Background: an optimization exercise with open tools, aiming at small area, a short achievable clock period and few clock cycles per item. Do not read the settings as production practice.
Only simulation tests tie the RTL to the original design; equivalence was not proved.

==> run a: inputs <==
Design yrc_canny_px, start of the top module:
module yrc_canny_px #(
    parameter LB = 4              
) (
    input  wire         clk,
    input  wire         rst,          
    input  wire         in_valid,
    output wire         in_ready,
    input  wire [199:0] in_win,       
    input  wire [3:0]   in_border,    
    output wire         out_valid,
    input  wire         out_ready,
    output wire [10:0]  out_mag,
    output wire [1:0]   out_sector,   
    output wire [1:0]   out_class     
);
==> flow/config.mk <==
export PLATFORM = sky130hd
export DESIGN_NAME = yrc_canny_px
export DESIGN_NICKNAME = yrc_canny_px
export VERILOG_FILES = /design/flow/design.v
export SDC_FILE = /design/flow/constraint.sdc
export NUM_CORES = 4
export LEC_CHECK = 0
export ABC_AREA = 1
export CAP_MARGIN = 20
export CORE_MARGIN = 2
export CORE_UTILIZATION = 40
export CTS_CLUSTER_DIAMETER = 100
export CTS_CLUSTER_SIZE = 20
export SLEW_MARGIN = 20
export SYNTH_HIERARCHICAL = 1
==> flow/constraint.sdc <==
create_clock -name core_clock -period 17.0 [get_ports {clk}]
set_input_delay 3.4000 -clock core_clock [delete_from_list [all_inputs] [get_ports {clk}]]
set_output_delay 3.4000 -clock core_clock [all_outputs]
set_load 0.01 [all_outputs]
standard.sh (not shown) runs the stock make flow with config.mk's settings and CLKGATE_MAP_FILE= SYNTH_SCRIPT=/design/flow/synth_recipe.tcl, a recipe that flattens the netlist after the stock synthesis.
==> flow/flow/run.sh <==
#!/bin/bash
export SETUP_SLACK_MARGIN=12
export BUFFER_PORTS_ARGS="-buffer_cell sky130_fd_sc_hd__buf_1"
bash standard.sh > standard.log 2>&1
==> run b: changes against run a <==
--- a/flow/design.v
+++ b/flow/design.v
@@ -55,13 +55,14 @@
             yrc_fa u_fa (.a(a[k]), .b(b[k]), .c(c[k]), .s(s[k]), .co(c[k+1]));
         end
     endgenerate
     assign co = c[N];
 endmodule
 module yrc_canny_px #(
-    parameter LB = 4              
+    parameter LB = 4,             
+    parameter BL = 2              
 ) (
     input  wire         clk,
     input  wire         rst,          
     input  wire         in_valid,
     output wire         in_ready,
     input  wire [199:0] in_win,       
@@ -84,41 +85,59 @@
             for (p = 0; p < 4; p = p + 1) begin : lcol
                 yrc_rca #(LB) u_a (.a(in_win[8*(5*q+p) +: LB]), .b(in_win[8*(5*q+p+1) +: LB]),
                                   .s(lo[4*q+p][LB-1:0]), .co(lo[4*q+p][LB]));
             end
         end
     endgenerate
-    reg  [LB:0] lo_q [0:19];
+    wire [BL-1:0] hpl [0:19];
+    wire [BL:0]   bl  [0:15];
+    generate
+        for (q = 0; q < 5; q = q + 1) begin : plrow
+            for (p = 0; p < 4; p = p + 1) begin : plcol
+                assign hpl[4*q+p] = (p % 2) ? ~lo[4*q+p][BL-1:0] : lo[4*q+p][BL-1:0];
+            end
+        end
+        for (q = 0; q < 4; q = q + 1) begin : blrow
+            for (p = 0; p < 4; p = p + 1) begin : blcol
+                assign bl[4*q+p] = {1'b0, hpl[4*q+p]} + {1'b0, hpl[4*(q+1)+p]} + (p % 2);
+            end
+        end
+    endgenerate
+    reg  [LB:BL]  lo_q [0:19];
+    reg  [BL:0]   bl_q [0:15];
     reg  [7-LB:0] hi_q [0:24];
     reg  [3:0] bd0_q;
     reg        v0_q;
     integer k0;
     always @(posedge clk) begin
-        for (k0 = 0; k0 < 20; k0 = k0 + 1) lo_q[k0] <= (k0 % 2) ? ~lo[k0] : lo[k0];
+        for (k0 = 0; k0 < 20; k0 = k0 + 1)       
+            lo_q[k0] <= (k0 % 2) ? {lo[k0][LB], ~lo[k0][LB-1:BL]} : lo[k0][LB:BL];
+        for (k0 = 0; k0 < 16; k0 = k0 + 1) bl_q[k0] <= bl[k0];
         for (k0 = 0; k0 < 25; k0 = k0 + 1) hi_q[k0] <= in_win[8*k0+LB +: 8-LB];
         bd0_q <= in_border;
         v0_q  <= acc & ~rst;
     end
     wire [3:0] bd0 = bd0_q;
     wire       v0  = v0_q & ~rst;
-    wire [8:0] hp [0:19];
-    wire [9:0] bx [0:15];
+    wire [8:BL] hp [0:19];
+    wire [9:0]  bx [0:15];
     generate
         for (q = 0; q < 5; q = q + 1) begin : hrow
             for (p = 0; p < 4; p = p + 1) begin : hcol
-                wire [7-LB:0] ha = (p % 2) ? ~hi_q[5*q+p]   : hi_q[5*q+p];
-                wire [7-LB:0] hb = (p % 2) ? ~hi_q[5*q+p+1] : hi_q[5*q+p+1];
-                assign hp[4*q+p][LB-1:0] = lo_q[4*q+p][LB-1:0];
-                yrc_rcc #(8-LB) u_a (.a(ha), .b(hb), .ci(lo_q[4*q+p][LB]),
-                                  .s(hp[4*q+p][7:LB]), .co(hp[4*q+p][8]));
+                wire [8:LB] hh;                         
+                assign hp[4*q+p][LB-1:BL] = lo_q[4*q+p][LB-1:BL];
+                yrc_rcc #(8-LB) u_a (.a(hi_q[5*q+p]), .b(hi_q[5*q+p+1]), .ci(lo_q[4*q+p][LB]),
+                                  .s(hh[7:LB]), .co(hh[8]));
+                assign hp[4*q+p][8:LB] = (p % 2) ? ~hh : hh;
             end
         end
         for (q = 0; q < 4; q = q + 1) begin : brow
             for (p = 0; p < 4; p = p + 1) begin : bcol
-                yrc_rca #(9, p % 2) u_a (.a(hp[4*q+p]), .b(hp[4*(q+1)+p]),
-                                  .s(bx[4*q+p][8:0]), .co(bx[4*q+p][9]));
+                assign bx[4*q+p][BL-1:0] = bl_q[4*q+p][BL-1:0];
+                yrc_rcc #(9-BL) u_a (.a(hp[4*q+p]), .b(hp[4*(q+1)+p]), .ci(bl_q[4*q+p][BL]),
+                                  .s(bx[4*q+p][8:BL]), .co(bx[4*q+p][9]));
             end
         end
     endgenerate
     wire [10:0] u [0:8];
     wire [10:0] v [0:8];
     genvar a, b;
@@ -148,22 +167,22 @@
     integer k;
     always @(posedge clk) begin
         for (k = 0; k < 9; k = k + 1) begin
             u1[k] <= u[k];
             v1[k] <= v[k];
         end
-        nu1  <= nu;
-        nv1  <= nv;
+        nu1  <= u[4][10] ? ~nu : u[4][9:0];        
+        nv1  <= v[4][10] ? ~nv : v[4][9:0];        
         bd1  <= bd0;
         v1_q <= v0 & ~rst;
     end
     wire [10:0] uc = u1[4];
     wire [10:0] vc = v1[4];
     wire su = uc[10], sv = vc[10];
-    wire [9:0] au = su ? ~nu1 : uc[9:0];            
-    wire [9:0] av = sv ? ~nv1 : vc[9:0];
+    wire [9:0] au = nu1;                            
+    wire [9:0] av = nv1;
     wire a_ge_b = (au >= av);
     wire [9:0] h  = a_ge_b ? au : av;
     wire [9:0] mn = a_ge_b ? av : au;
     wire hnz = |h;
     wire [9:0]  aum = au - 10'd1;
     wire [9:0]  avm = av - 10'd1;
@@ -199,21 +218,20 @@
     assign nt[3] = bt          ? 1'b1 : gt[7];    
     assign nt[4] = (lf | tp)   ? hnz  : gt[0];    
     assign nt[5] = (rt | bt)   ? hnz  : gt[8];    
     assign nt[6] = (rt | tp)   ? hnz  : gt[2];    
     assign nt[7] = (lf | bt)   ? hnz  : gt[6];    
     reg [9:0] h2, mn2;
-    reg [7:0] nt2;
-    reg       ab2, su2, sv2, v2_q;
+    reg [3:0] nt2;                                  
+    reg       ab2, sx2, v2_q;
     always @(posedge clk) begin
         h2   <= h;
         mn2  <= mn;
-        nt2  <= nt;
+        nt2  <= {nt[7] & nt[6], nt[5] & nt[4], nt[3] & nt[2], nt[1] & nt[0]};
         ab2  <= a_ge_b;
-        su2  <= su;
-        sv2  <= sv;
+        sx2  <= su ^ sv;
         v2_q <= v1_q & ~rst;
     end
     wire [25:0] t0 = {16'd0, h2};
     wire [25:0] t1 = {14'd0, h2, 2'd0};
     wire [25:0] t2 = {8'd0, h2, 8'd0};
     wire [25:0] t3 = {6'd0, h2, 10'd0};
@@ -229,20 +247,20 @@
     assign {c2, s2} = csa(t3, t4, t5);
     assign {c3, s3} = csa(s1, c1, s2);
     assign {c4, s4} = csa(c2, t6, s3);
     assign {c5, s5} = csa(s4, c4, c3);
     wire [25:0] dif = s5 + c5 + 26'd1;
     wire diag = ~dif[25];
-    wire [1:0] sector = diag ? (ab2 ? 2'd2 : 2'd3) : ((su2 == sv2) ? 2'd0 : 2'd1);
+    wire [1:0] sector = diag ? (ab2 ? 2'd2 : 2'd3) : (sx2 ? 2'd1 : 2'd0);
     reg is_max;
     always @(*) begin
         case (sector)
-            2'd0:    is_max = nt2[0] & nt2[1];
-            2'd1:    is_max = nt2[2] & nt2[3];
-            2'd2:    is_max = nt2[4] & nt2[5];
-            default: is_max = nt2[6] & nt2[7];
+            2'd0:    is_max = nt2[0];
+            2'd1:    is_max = nt2[1];
+            2'd2:    is_max = nt2[2];
+            default: is_max = nt2[3];
         endcase
     end
     wire [1:0] cls = (h2 > 10'd25 && is_max) ? ((h2 > 10'd75) ? 2'd2 : 2'd1) : 2'd0;
     localparam integer FD = DEPTH - 1;
     wire [13:0] wdat = {cls, sector, h2};
     wire        wr   = v2_q;
==> flow/flow/run.sh (replaced) <==
#!/bin/bash
export SETUP_SLACK_MARGIN=12.5
export BUFFER_PORTS_ARGS="-buffer_cell sky130_fd_sc_hd__buf_1"
export CTS_ARGS="-sink_clustering_enable -repair_clock_nets -sink_clustering_size 20 -sink_clustering_max_diameter 100 -dont_use_dummy_load"
bash standard.sh > standard.log 2>&1
CORE_UTILIZATION = 55   (was 40)
==> results.txt <==
Against run a, the routed wire length of run b is larger by about 3.7%. In run a the maximum frequency is smaller than in run b, by 9.3%. Of run a and run b, run b has the higher register-to-register slack (gap 490 ps). Against run a, the cell count of run b is smaller by about 10%. Of run b and run a, run a has the higher area after synthesis (gap about 2.3%, measured against run a). Die area: run a is higher than run b (40%). Between run a and run b, the lower final area is in run b (gap 0.72%, measured against run b). Of run a and run b, run b has the higher worst setup slack (gap 460 ps).
==> figures <==
item                                                       run b                   run a
Outcome                         no timing/DRC/antenna violations  no timing/DRC/antenna violations
Cell row count                                                85                     101
Max incr delay on CP                                      370 ps                  550 ps
Worst Hold Path EP                                        bd1[2]                  bd1[1]
Clk Latency, worst-skew pair                              610 ps                  600 ps
Most frequent cell after synthesis         sky130_fd_sc_hd__fa_1  sky130_fd_sc_hd__inv_1
Vertical die dimension                               237 microns             281 microns
Post-Synth Simple-Gate Area                                9.33%                   9.48%
Hold path startpoint                                    bd0_q[2]                bd0_q[1]
Placeable core region                                53800 sq um             75900 sq um
#MultiIn Comb                                               1647                    1666
Final core utilization                                     63.0%                   44.9%
Fin worst setup slack                                   12480 ps                12020 ps
Critical Path Start                                       hd[11]             lo_q[10][0]
Post-Route Skew                                          23.7 ps                 39.4 ps
Well Taps                                                    696                    1030
Number of sequential cells                                   527                     544
Gpl congestion                                             0.935                   0.903
DIE WIDTH                                            237 microns             281 microns
Testbench counts of run a, summed over its fixed seeds: cycles 12,016, items 12,000.
Testbench counts of run b, summed over its fixed seeds: cycles 12,016, items 12,000.

-- afterwards: timing with drivers on the ports --
How much do the figures lean on ideal ports? The routed layouts below were timed once more, with nothing changed but the port constraints.
Step 1 sets driving cells, clkbuf_16 on the clock port and buf_2 on the other inputs (assumed; they add their load-dependent delay and slew).
Step 2, shift: input delay + t, output delay - t, t = (earliest + latest rising clock arrival at the registers) / 2. This alone moves slack from input paths to output paths.
Three values: ideal ports, drivers, drivers and shift; two values: the first two.
run | shift t [ns] | setup WS [ns] | worst hold slack (ns) | worst setup path at the end
run a | 0.642 | 12.023 / 12.023 / 11.762 | 0.336 / 0.336 / 0.336 | input to register
run b | 0.663 | 12.485 / 12.422 / 11.850 | 0.332 / 0.332 / 0.332 | input to register
After both steps every run listed still meets setup and hold. The setup slack of run b, which loses most, moves by -0.063 ns with the drivers and by -0.635 ns with both steps.
